What follows belongs to an exercise in optimizing a design on an open flow for small area; a production flow would make more cautious choices.
Only simulation tests tie the RTL to the original design; equivalence was not proved.
Power and IR drop assume default switching activity.

## oak
## pelcod_packer
module pelcod_packer #(
    parameter RAW_MAX = 8
) (
    input  wire       clk,
    input  wire       rst,              
    input  wire [7:0] addr_i,           
    input  wire       sink_present_i,
    input  wire       cmd_valid,
    output wire       cmd_ready,
    input  wire [4:0] cmd_op,
    input  wire [31:0] cmd_arg,
    input  wire       raw_valid,
    output wire       raw_ready,
    input  wire [7:0] raw_data,
    input  wire       raw_last,
    input  wire       raw_none,
    output wire       snk_valid,
    input  wire       snk_ready,
    output wire [7:0] snk_data,
    output wire       snk_first,
    output wire       snk_last,
    output wire       snk_empty,
    input  wire       snk_done,
    input  wire       snk_fail,
    input  wire [7:0] snk_err,
    output wire       st_valid,
    output wire [2:0] st_code,
    output wire [7:0] st_err
);
Size: ~6100 µm² of cells after synthesis.
Settings: LEC_CHECK=0, ABC_AREA=1, CAP_MARGIN=20, CORE_MARGIN=2, CORE_UTILIZATION=65, SLEW_MARGIN=20; clock period 25.0 ns.
standard.sh (not shown) runs the stock make flow with config.mk's settings and CLKGATE_MAP_FILE= SYNTH_SCRIPT=/design/flow/synth_recipe.tcl, a recipe that flattens the netlist after the stock synthesis.
==> flow/flow/run.sh <==
#!/bin/bash
# Layout flow: the standard flow (standard.sh) with three changes.
#  1. Synthesis: the standard synthesis script, but ORFS's scripts are
#     taken from a copy in which the adder extraction (extract_fa and the
#     adder techmap) and the Kogge-Stone carry-lookahead map are left out,
#     and ABC maps with flow/abc_area.script. Registers are untouched:
#     they are mapped by the same dfflibmap before ABC runs.
#  2. Port buffers use sky130_fd_sc_hd__buf_1.
#  3. The clock tree is built from clkbuf_8 without dummy loads.
# Each step's output goes to a log file of its own in this folder.
set -euo pipefail
here=$(pwd)
rm -rf "$here/scripts_mod"
cp -r "$FLOW_HOME/scripts" "$here/scripts_mod"
cp "$here/flow/abc_area.script" "$here/scripts_mod/abc_area.script"
cp "$here/flow/abc_area.script" "$here/scripts_mod/abc_speed.script"
sed -i 's|"-extra-map $::env(FLOW_HOME)/platforms/common/lcu_kogge_stone.v"|""|' "$here/scripts_mod/synth.tcl"
sed -i 's|^\(\s*\)extract_fa |\1#extract_fa |; s|^\(\s*\)techmap -map $::env(ADDER_MAP_FILE)|\1#techmap -map $::env(ADDER_MAP_FILE)|' "$here/scripts_mod/synth.tcl"
grep -q '#extract_fa' "$here/scripts_mod/synth.tcl"
SCRIPTS_DIR="$here/scripts_mod" bash standard.sh synth > "$here/log_synth.txt" 2>&1
export BUFFER_PORTS_ARGS="-buffer_cell sky130_fd_sc_hd__buf_1"
export CTS_ARGS="-sink_clustering_enable -repair_clock_nets -buf_list sky130_fd_sc_hd__clkbuf_8 -dont_use_dummy_load -sink_clustering_size 20 -sink_clustering_max_diameter 60"
bash standard.sh > "$here/log_layout.txt" 2>&1
==> flow/flow/abc_area.script <==
strash
&get -n
&fraig -x
&put
scorr
dc2
strash
&get -n
&deepsyn -T 120
&put
strash
&get -n
&dch -f
&nf -R 1000
&put
topo
> inputs changed (oak -> pine)
- CORE_UTILIZATION now 78, was 65
-- flow/flow/run.sh --
<<< oak, line 21
export BUFFER_PORTS_ARGS="-buffer_cell sky130_fd_sc_hd__buf_1"
export CTS_ARGS="-sink_clustering_enable -repair_clock_nets -buf_list sky130_fd_sc_hd__clkbuf_8 -dont_use_dummy_load -sink_clustering_size 20 -sink_clustering_max_diameter 60"
bash standard.sh > "$here/log_layout.txt" 2>&1
>>> pine, line 21
export BUFFER_PORTS_ARGS="-buffer_cell sky130_fd_sc_hd__buf_1"
export CTS_ARGS="-sink_clustering_enable -repair_clock_nets -buf_list sky130_fd_sc_hd__clkbuf_8 -dont_use_dummy_load"
bash standard.sh > "$here/log_layout.txt" 2>&1
[summary]
The final layout from pine, which completed every stage, passed the timing, DRC and antenna checks at the end of the flow. oak → pine: vias after detailed routing higher; number of instances in the synthesized netlist roughly the same; final clock period utilization by the worst path lower. pine ended up with a lower final-layout worst hold slack than oak did. Comparing pine and oak, the lower number of DRC violations after detailed-routing iteration 0 is on oak. Comparing power in combinational cells for pine and oak, the smaller number came from oak. Routed wire length on met2 (pine vs. oak) decreases slightly. Total routing usage reported by global routing up 10 points in pine wrt oak. pine: final standard cell utilization of the core higher than oak. Detailed-route wire length (pine over oak): increase, 5.0%.
The following lists how birch was set up differently from pine:
- a change of CORE_UTILIZATION from 78 to 65
Notes after the runs:
- Summary of birch over pine: routed wire length dropped about 5%; portion of total power attributed to sequential cells shows an increase of 0.5 points; final area shows no meaningful change.
- Share of cell area taken by multi-input logic gates of pine is on par with birch.
- Total power: birch below pine
- pine and birch ended up with roughly the same number of flip-flops and latches.
- Summary of birch over pine: placed instance count grew by about 1.1%; cell count grew by 0.95%.

## TR
pelcod_packer, a different RTL version from the one above (not shown whole).
Size: ~610 cells after synthesis, ~100 flip-flops, about 97 I/O pins, roughly 5900 um^2 of cells after synthesis.
export LEC_CHECK = 0
export ABC_AREA = 1
export CAP_MARGIN = 20
export CORE_MARGIN = 2
export CORE_UTILIZATION = 50
export SLEW_MARGIN = 20
create_clock -name core_clock -period 25.0 [get_ports {clk}]
==> flow/flow/run.sh <==
#!/bin/bash
# Layout flow: the standard flow (standard.sh) with three changes.
#  1. Synthesis: the standard synthesis script, but ORFS's scripts are
#     taken from a copy in which the adder extraction (extract_fa and the
#     adder techmap) and the Kogge-Stone carry-lookahead map are left out,
#     and ABC maps with flow/abc_area.script. Registers are untouched:
#     they are mapped by the same dfflibmap before ABC runs.
#  2. Port buffers use sky130_fd_sc_hd__buf_1.
#  3. The clock tree is built from clkbuf_8 without dummy loads.
# Each step's output goes to a log file of its own in this folder.
set -euo pipefail
here=$(pwd)
rm -rf "$here/scripts_mod"
cp -r "$FLOW_HOME/scripts" "$here/scripts_mod"
cp "$here/flow/abc_area.script" "$here/scripts_mod/abc_area.script"
cp "$here/flow/abc_area.script" "$here/scripts_mod/abc_speed.script"
sed -i 's|"-extra-map $::env(FLOW_HOME)/platforms/common/lcu_kogge_stone.v"|""|' "$here/scripts_mod/synth.tcl"
sed -i 's|^\(\s*\)extract_fa |\1#extract_fa |; s|^\(\s*\)techmap -map $::env(ADDER_MAP_FILE)|\1#techmap -map $::env(ADDER_MAP_FILE)|' "$here/scripts_mod/synth.tcl"
grep -q '#extract_fa' "$here/scripts_mod/synth.tcl"
SCRIPTS_DIR="$here/scripts_mod" bash standard.sh synth > "$here/log_synth.txt" 2>&1
export BUFFER_PORTS_ARGS="-buffer_cell sky130_fd_sc_hd__buf_1"
export CTS_ARGS="-sink_clustering_enable -repair_clock_nets -buf_list sky130_fd_sc_hd__clkbuf_8 -dont_use_dummy_load"
bash standard.sh > "$here/log_layout.txt" 2>&1
==> flow/flow/abc_area.script <==
strash
&get -n
&fraig -x
&put
scorr
dc2
strash
&get -n
&deepsyn -T 300
&put
strash
&get -n
&dch -f
&nf -R 1000
&put
topo
Input changes introduced in MS (baseline for comparison: TR):
--- a/flow/flow/abc_area.script
+++ b/flow/flow/abc_area.script
@@ -9 +9 @@
-&deepsyn -T 300
+&deepsyn -T 30
Findings:
Taking TR as the reference, in MS clock skew dropped 0.0074 ns, setup slack dropped 0.35 ns, number of cells on the critical path dropped 1.

pelcod_packer, a different RTL version from the one above (not shown whole).
Size in the first run: about 1100 cells after synthesis.
// pelcod_packer
module pelcod_packer #(
    parameter RAW_MAX = 8
) (
    input  wire       clk,
    input  wire       rst,              
    input  wire [7:0] addr_i,           
    input  wire       sink_present_i,
    input  wire       cmd_valid,
    output wire       cmd_ready,
    input  wire [4:0] cmd_op,
    input  wire [31:0] cmd_arg,
    input  wire       raw_valid,
    output wire       raw_ready,
    input  wire [7:0] raw_data,
    input  wire       raw_last,
    input  wire       raw_none,
    output wire       snk_valid,
    input  wire       snk_ready,
    output wire [7:0] snk_data,
    output wire       snk_first,
    output wire       snk_last,
    output wire       snk_empty,
    input  wire       snk_done,
    input  wire       snk_fail,
    input  wire [7:0] snk_err,
    output wire       st_valid,
    output reg  [2:0] st_code,
    output wire [7:0] st_err
);
    localparam [2:0] ST_OK          = 3'd0;
    localparam [2:0] ST_ILLEGAL_OP  = 3'd1;
    localparam [2:0] ST_ILLEGAL_ARG = 3'd2;
    localparam [2:0] ST_SINK_ABSENT = 3'd3;
    localparam [2:0] ST_SINK_FAIL   = 3'd4;
    localparam [2:0] S_IDLE = 3'd0;     
    localparam [2:0] S_RAW  = 3'd1;     
    localparam [2:0] S_SEND = 3'd2;     
    localparam [2:0] S_WAIT = 3'd3;     
    localparam [2:0] S_STAT = 3'd4;     
    localparam [2:0] K_0 = 3'd0, K_255 = 3'd1, K_35999 = 3'd2, K_65535 = 3'd3,
                     K_9000 = 3'd4, K_27000 = 3'd5;
    reg  [2:0]  state;
    reg  [7:0]  addr_q;
    reg  [63:0] B;
    reg  [4:0]  op_q;
    reg         frame, first, empty;
    reg  [2:0]  ptr;                    
    reg  [4:0]  s;                      
    reg  [6:0]  X;                      
    reg         odd;
    reg  [1:0]  c1, cc;
    reg         c2, ph, eq;
    reg         m_const, m_mul, zm, tpos, fixen, sat6;
    reg  [2:0]  kc;
    wire cmd_fire = cmd_valid && cmd_ready;
    wire raw_fire = raw_valid && raw_ready;
    wire snk_fire = snk_valid && snk_ready;
    wire [7:0]  E   = cmd_arg[30:23];
    wire [22:0] F   = cmd_arg[22:0];
    wire        sg  = cmd_arg[31];
    wire        fnz = |F;
    wire        nan  = (&E) & fnz;
  ...
export LEC_CHECK = 0
export ABC_AREA = 1
export CAP_MARGIN = 20
export CORE_MARGIN = 2
export CORE_UTILIZATION = 70
export SLEW_MARGIN = 20
create_clock -name core_clock -period 25.0 [get_ports {clk}]
==> flow/flow/run.sh <==
#!/bin/bash
# Standard layout, except: port buffers use the smallest buffer, and the
# clock tree uses clkbuf_4 without dummy loads.
set -euo pipefail
export BUFFER_PORTS_ARGS="-buffer_cell sky130_fd_sc_hd__buf_1"
export CTS_ARGS="-sink_clustering_enable -repair_clock_nets -buf_list sky130_fd_sc_hd__clkbuf_4 -dont_use_dummy_load"
bash standard.sh > standard_make.log 2>&1
The starting point finished clean.
==> next run, changes <==
==> flow/run.sh (new file) <==
#!/bin/bash
# synth_recipe.tcl (not shown) runs the flow's synth.tcl, then flattens the netlist and writes it again
# the make line also repeats each setting of config.mk as NAME=value (left out here)
make -C /OpenROAD-flow-scripts/flow DESIGN_CONFIG=/design/flow/config.mk WORK_HOME=/design/flow/orfs CLKGATE_MAP_FILE= SYNTH_SCRIPT=/design/flow/synth_recipe.tcl finish
removed: flow/flow/run.sh
removed: flow/standard.sh
Effect:
- clock power rose by about 140%
- count of clock-buffer cells in the layout rose by 9
- first-iteration DRC count grows by about 26%
- cell count is higher by about 1.2%
- total power increases by 16%
- routed wire length goes up by 8.7%
- utilization increases by 8.6 points
- worst setup slack improves by 0.53 ns
==> next run, changes <==
==> flow/flow/run.sh (new file) <==
#!/bin/bash
# Standard layout, except: port buffers use the smallest buffer, and the
# clock tree uses clkbuf_4 without dummy loads.
set -euo pipefail
export BUFFER_PORTS_ARGS="-buffer_cell sky130_fd_sc_hd__buf_1"
export CTS_ARGS="-sink_clustering_enable -repair_clock_nets -buf_list sky130_fd_sc_hd__clkbuf_8 -dont_use_dummy_load"
bash standard.sh > standard_make.log 2>&1
==> flow/standard.sh (new file) <==
#!/bin/bash
# synth_recipe.tcl (not shown) runs the flow's synth.tcl, then flattens the netlist and writes it again
# the make line also repeats each setting of config.mk as NAME=value (left out here)
make -C /OpenROAD-flow-scripts/flow DESIGN_CONFIG=/design/flow/config.mk WORK_HOME=/design/flow/orfs CLKGATE_MAP_FILE= SYNTH_SCRIPT=/design/flow/synth_recipe.tcl "${@:-finish}"
removed: flow/run.sh
First-iteration DRC count falls by 19%.
Worst hold slack loses 0.013 ns.
Die area stays the same.
Setup slack loses 0.41 ns.
Combinational power falls by 7.6%.
Synthesized area stays the same.
Register-to-register slack gains 0.07 ns.
Wire length falls by 7.9%.

[what the ideal ports hide]
How much do the figures lean on ideal ports? The routed layouts below were timed once more, with nothing changed but the port constraints. Step 1: set_driving_cell puts a clkbuf_16 on clk and a buf_2 on each other input, an assumption about the parent block. Step 2 adds t to the input delays and takes it off the output delays; t is the mean of the earliest and latest rising clock arrival at the registers after step 1. Input paths then give back, and output paths get back, about the clock's delay inside the block. Three values: ideal, step 1, step 2; two values: the first two.
run | t (ns) | slack for setup (ns) | worst register clock-pin slew, ns
oak | 0.387 | 16.588 / 16.555 / 16.942 | 0.11 / 0.11
pine | 0.405 | 16.629 / 16.593 / 16.998 | 0.10 / 0.10
birch | 0.387 | 16.588 / 16.555 / 16.942 | 0.11 / 0.11
TR | 0.408 | 16.926 / 16.890 / 16.894 | 0.11 / 0.11
MS | 0.413 | 16.576 / 16.538 / 16.841 | 0.10 / 0.10
the first run of note 3 | 0.582 | 16.018 / 15.983 / 16.565 | 0.11 / 0.11
the second run of note 3 | 0.463 | 16.553 / 16.511 / 16.918 | 0.06 / 0.06
the third run of note 3 | 0.496 | 16.140 / 16.103 / 16.600 | 0.08 / 0.08
After both steps setup and hold are still met in every run listed. For TR, which loses most, drivers alone change the setup slack by -0.036 ns; drivers and shift together by -0.032 ns.
